This design comes from an exercise in tuning for small area, a short achievable clock period and few clock cycles on the open sky130 flow, not from production work. RTL that was checked went through simulation tests only; none was proved equivalent to the original.

## als_core
module als_core (
    input  wire        clk,
    input  wire        rst,           
    input  wire        cmd_valid,
    input  wire [31:0] cmd_cw,
    input  wire [31:0] cmd_opd,
    output reg         busy,
    output reg         rsp_valid,
    output reg  [2:0]  rsp_status,
    output wire [31:0] rsp_result
);
Size in the first run: about 4900 cells after synthesis, about 100 I/O pins.
make LEC_CHECK=0 ABC_AREA=1 CAP_MARGIN=20 CORE_MARGIN=2 CORE_UTILIZATION=40 SETUP_SLACK_MARGIN=3.5 SLEW_MARGIN=20 finish   # period 10.0 ns
run.sh (not shown) runs the stock make flow with config.mk's settings and CLKGATE_MAP_FILE= SYNTH_SCRIPT=/design/flow/synth_recipe.tcl, a recipe that flattens the netlist after the stock synthesis.
Next try:
- SETUP_SLACK_MARGIN: 3.5 -> 4.5
Result: Critical path depth goes down by 3. Die area stays the same. Worst setup slack gains 0.74 ns. Utilization goes up by 5.8 points. Wire length grows by 4.5%. Via count rose by 5.2%. Final area rose by 13%. Clock-buffer cell count is unchanged. Synthesized cell count is unchanged.
Next try:
- SETUP_SLACK_MARGIN: 4.5 -> 3
After rerunning:
- cell area fell by about 12%
- non-clock buffer count fell by 186
- first-iteration DRC count fell by about 8%
Next try:
- SETUP_SLACK_MARGIN: 3 -> 5.0
Result:
- The changed run went through all stages and came out clean
- via count went up by 7.5%
- fmax went up by 20%
- register-to-register slack improves by 1.1 ns
- wire length went up by 9.8%
No functional check of the RTL was part of any run of this note.


Setup of build 62:
als_core, a different RTL version from the one above (not shown whole).
Size in the first run: roughly 3,600 cells after synthesis, about 110 flip-flops, roughly 30,000 um^2 of cells after synthesis.
make LEC_CHECK=0 CAP_MARGIN=20 CORE_MARGIN=2 CORE_UTILIZATION=40 SETUP_SLACK_MARGIN=4.0 SLEW_MARGIN=20 finish   # period 10.0 ns
Testbench counts of build 62, summed over its fixed seeds: cycles 8,288.
Input-level comparison between build 2 and build 62:
- setting ABC_AREA to 1 for the first time
- changing SETUP_SLACK_MARGIN from 4.0 to 5.0
==> flow/flow/run.sh (new file) <==
#!/bin/bash
# The standard layout, with two changes: Yosys does not map adders to
# full-adder cells (ADDER_MAP_FILE empty, so ABC maps that logic with the
# rest), and the port buffers are buf_4 cells instead of the default
# clkdlybuf4s50_1 delay cells. Synthesis script, floorplan, power grid,
# placement, CTS and routing are standard.sh unchanged.
set -euo pipefail
export BUFFER_PORTS_ARGS="-buffer_cell sky130_fd_sc_hd__buf_4"
export ADDER_MAP_FILE=
bash standard.sh > standard_make.log 2>&1
==> flow/standard.sh (new file) <==
#!/bin/bash
# synth_recipe.tcl (not shown) runs the flow's synth.tcl, then flattens the netlist and writes it again
# the make line also repeats each setting of config.mk as NAME=value (left out here)
make -C /OpenROAD-flow-scripts/flow DESIGN_CONFIG=/design/flow/config.mk WORK_HOME=/design/flow/orfs CLKGATE_MAP_FILE= SYNTH_SCRIPT=/design/flow/synth_recipe.tcl "${@:-finish}"
removed: flow/run.sh
Results
Wire length of the first global-routing pass of build 2 exceeds that of build 62 by more than half. In build 2, the cell area came out 26% above the value in build 62. Measured against build 2, the post-detailed-routing wire length of build 62 comes out at 0.58 times the reference value. Between build 62 and build 2, the difference in post-route clock skew is negligible. Total of plain and repair buffers excluding clock buffers on build 2 is down relative to build 62. Between build 2 and build 62, it is build 2 whose filler-free cell count of the finished design is higher, by 110%. Compared with build 62, build 2 shows a lower number of distinct standard cells referenced by the synthesized netlist. Build 62 has a higher endpoint arrival time on the critical path than build 2. Length in cells of the worst reg-to-reg path in build 2 is about 12% higher than in build 62.
Modified inputs, build 59 compared to build 2
- SETUP_SLACK_MARGIN now 4.25, was 5.0
==> flow/run.sh (new file) <==
#!/bin/bash
# synth_recipe.tcl (not shown) runs the flow's synth.tcl, then flattens the netlist and writes it again
# the make line also repeats each setting of config.mk as NAME=value (left out here)
make -C /OpenROAD-flow-scripts/flow DESIGN_CONFIG=/design/flow/config.mk WORK_HOME=/design/flow/orfs CLKGATE_MAP_FILE= SYNTH_SCRIPT=/design/flow/synth_recipe.tcl finish
removed: flow/flow/run.sh
removed: flow/standard.sh
Findings:
The highest layer used for signal routing comes out met4 in one run and met5 in the other, namely in build 59 and build 2 respectively.
In the flow results for build 59 and build 2, the number of vias after detailed routing is larger on build 2.
Diff build 2 -> build 59: cell area has decreased; share of cells above drive strength 1 has increased; post-synthesis register bit count has remained practically unchanged.
Compared with build 2, in build 59 met2 track demand over resource in global routing lost 0.17 points; combined global-route utilization of all metal layers shows a reduction of 3.3 points.
--- input diff build 59..build 48 ---
- a change of CORE_UTILIZATION from 40 to 65
- a change of SETUP_SLACK_MARGIN from 4.25 to 4.0
==> comparison <==
For build 48, the endpoint of the most critical setup path was res_val[19], unlike build 59, where it was bone[5].
Delta (build 48 minus build 59): first-pass GRT wire length has decreased, final design area excluding fillers has decreased.
STATUS clock period minus worst slack: build 48 loses against build 59
Comparing build 59 and build 48, the higher placer's final routability congestion estimate is on build 48.
From build 59 to build 48 the numbers moved as follows: final routed wirelength across all metal layers increased about 0.9%; number of standard cells in the final layout excluding fillers decreased 451; global routing met2 resource utilization increased 27 points.
Inputs modified between build 48 and build 75:
- a change of CORE_UTILIZATION from 65 to 40
- a change of SETUP_SLACK_MARGIN from 4.0 to 4.5
--- outcome ---
Of build 75 and build 48, build 75 shows the lower proportion of cell area occupied by registers, with build 48 above it.
HPWL after detailed placement: build 75 > build 48
Build 75 against build 48: cell area picked up an extra about 12%, clock buffer count picked up an extra 1, via count of the first global-routing pass lost 4.0%, detailed-route wire length picked up an extra 3.9%.
The core of build 75 is less densely filled than that of build 48.
From build 48 to build 75 the numbers moved as follows: count of filler cells inserted in the layout rose about 100%, number of tap cells inserted increased 388.

## re-timing with driven ports
How much do the figures lean on ideal ports? The routed layouts below were timed once more, with nothing changed but the port constraints. Step 1 (the two cells are an assumption about what drives the block):
set clk [get_ports {clk}]
set_driving_cell -lib_cell sky130_fd_sc_hd__clkbuf_16 $clk
set_driving_cell -lib_cell sky130_fd_sc_hd__buf_2 [delete_from_list [all_inputs] $clk]
Step 2 also shifts input and output timing later by t, the mid clock arrival at the registers, as if the neighbouring blocks saw the same clock. Slacks: ideal ports / drivers / drivers and shift; pairs: ideal ports / drivers.
run	shift t [ns]	slack for setup (ns)	worst hold slack (ns)	worst setup path at the end	slew at the worst register clock pin (ns)
the first run of note 1	0.475	3.633 / 3.633 / 3.256	0.471 / 0.471 / 0.471	input to register	0.11 / 0.11
the second run of note 1	0.467	4.374 / 4.374 / 4.029	0.463 / 0.463 / 0.463	input to register	0.10 / 0.10
the third run of note 1	0.478	3.193 / 3.193 / 2.815	0.471 / 0.471 / 0.471	input to register	0.11 / 0.11
the fourth run of note 1	0.455	4.325 / 4.325 / 4.123	0.469 / 0.469 / 0.469	input to register	0.10 / 0.10
build 62	0.465	3.417 / 3.436 / 2.971	0.465 / 0.465 / 0.465	input to register	0.10 / 0.10
build 2	0.469	4.943 / 4.884 / 4.415	0.468 / 0.468 / 0.468	input to register	0.11 / 0.11
build 59	0.460	4.177 / 4.177 / 3.718	0.471 / 0.471 / 0.471	input to register	0.10 / 0.10
build 48	0.466	3.976 / 3.999 / 3.547	0.471 / 0.471 / 0.471	input to register	0.09 / 0.09
build 75	0.457	4.418 / 4.433 / 3.976	0.466 / 0.466 / 0.466	input to register	0.10 / 0.10
After both steps every run listed still meets setup and hold. The setup slack of build 2, which loses most, moves by -0.059 ns with the drivers and by -0.528 ns with both steps.
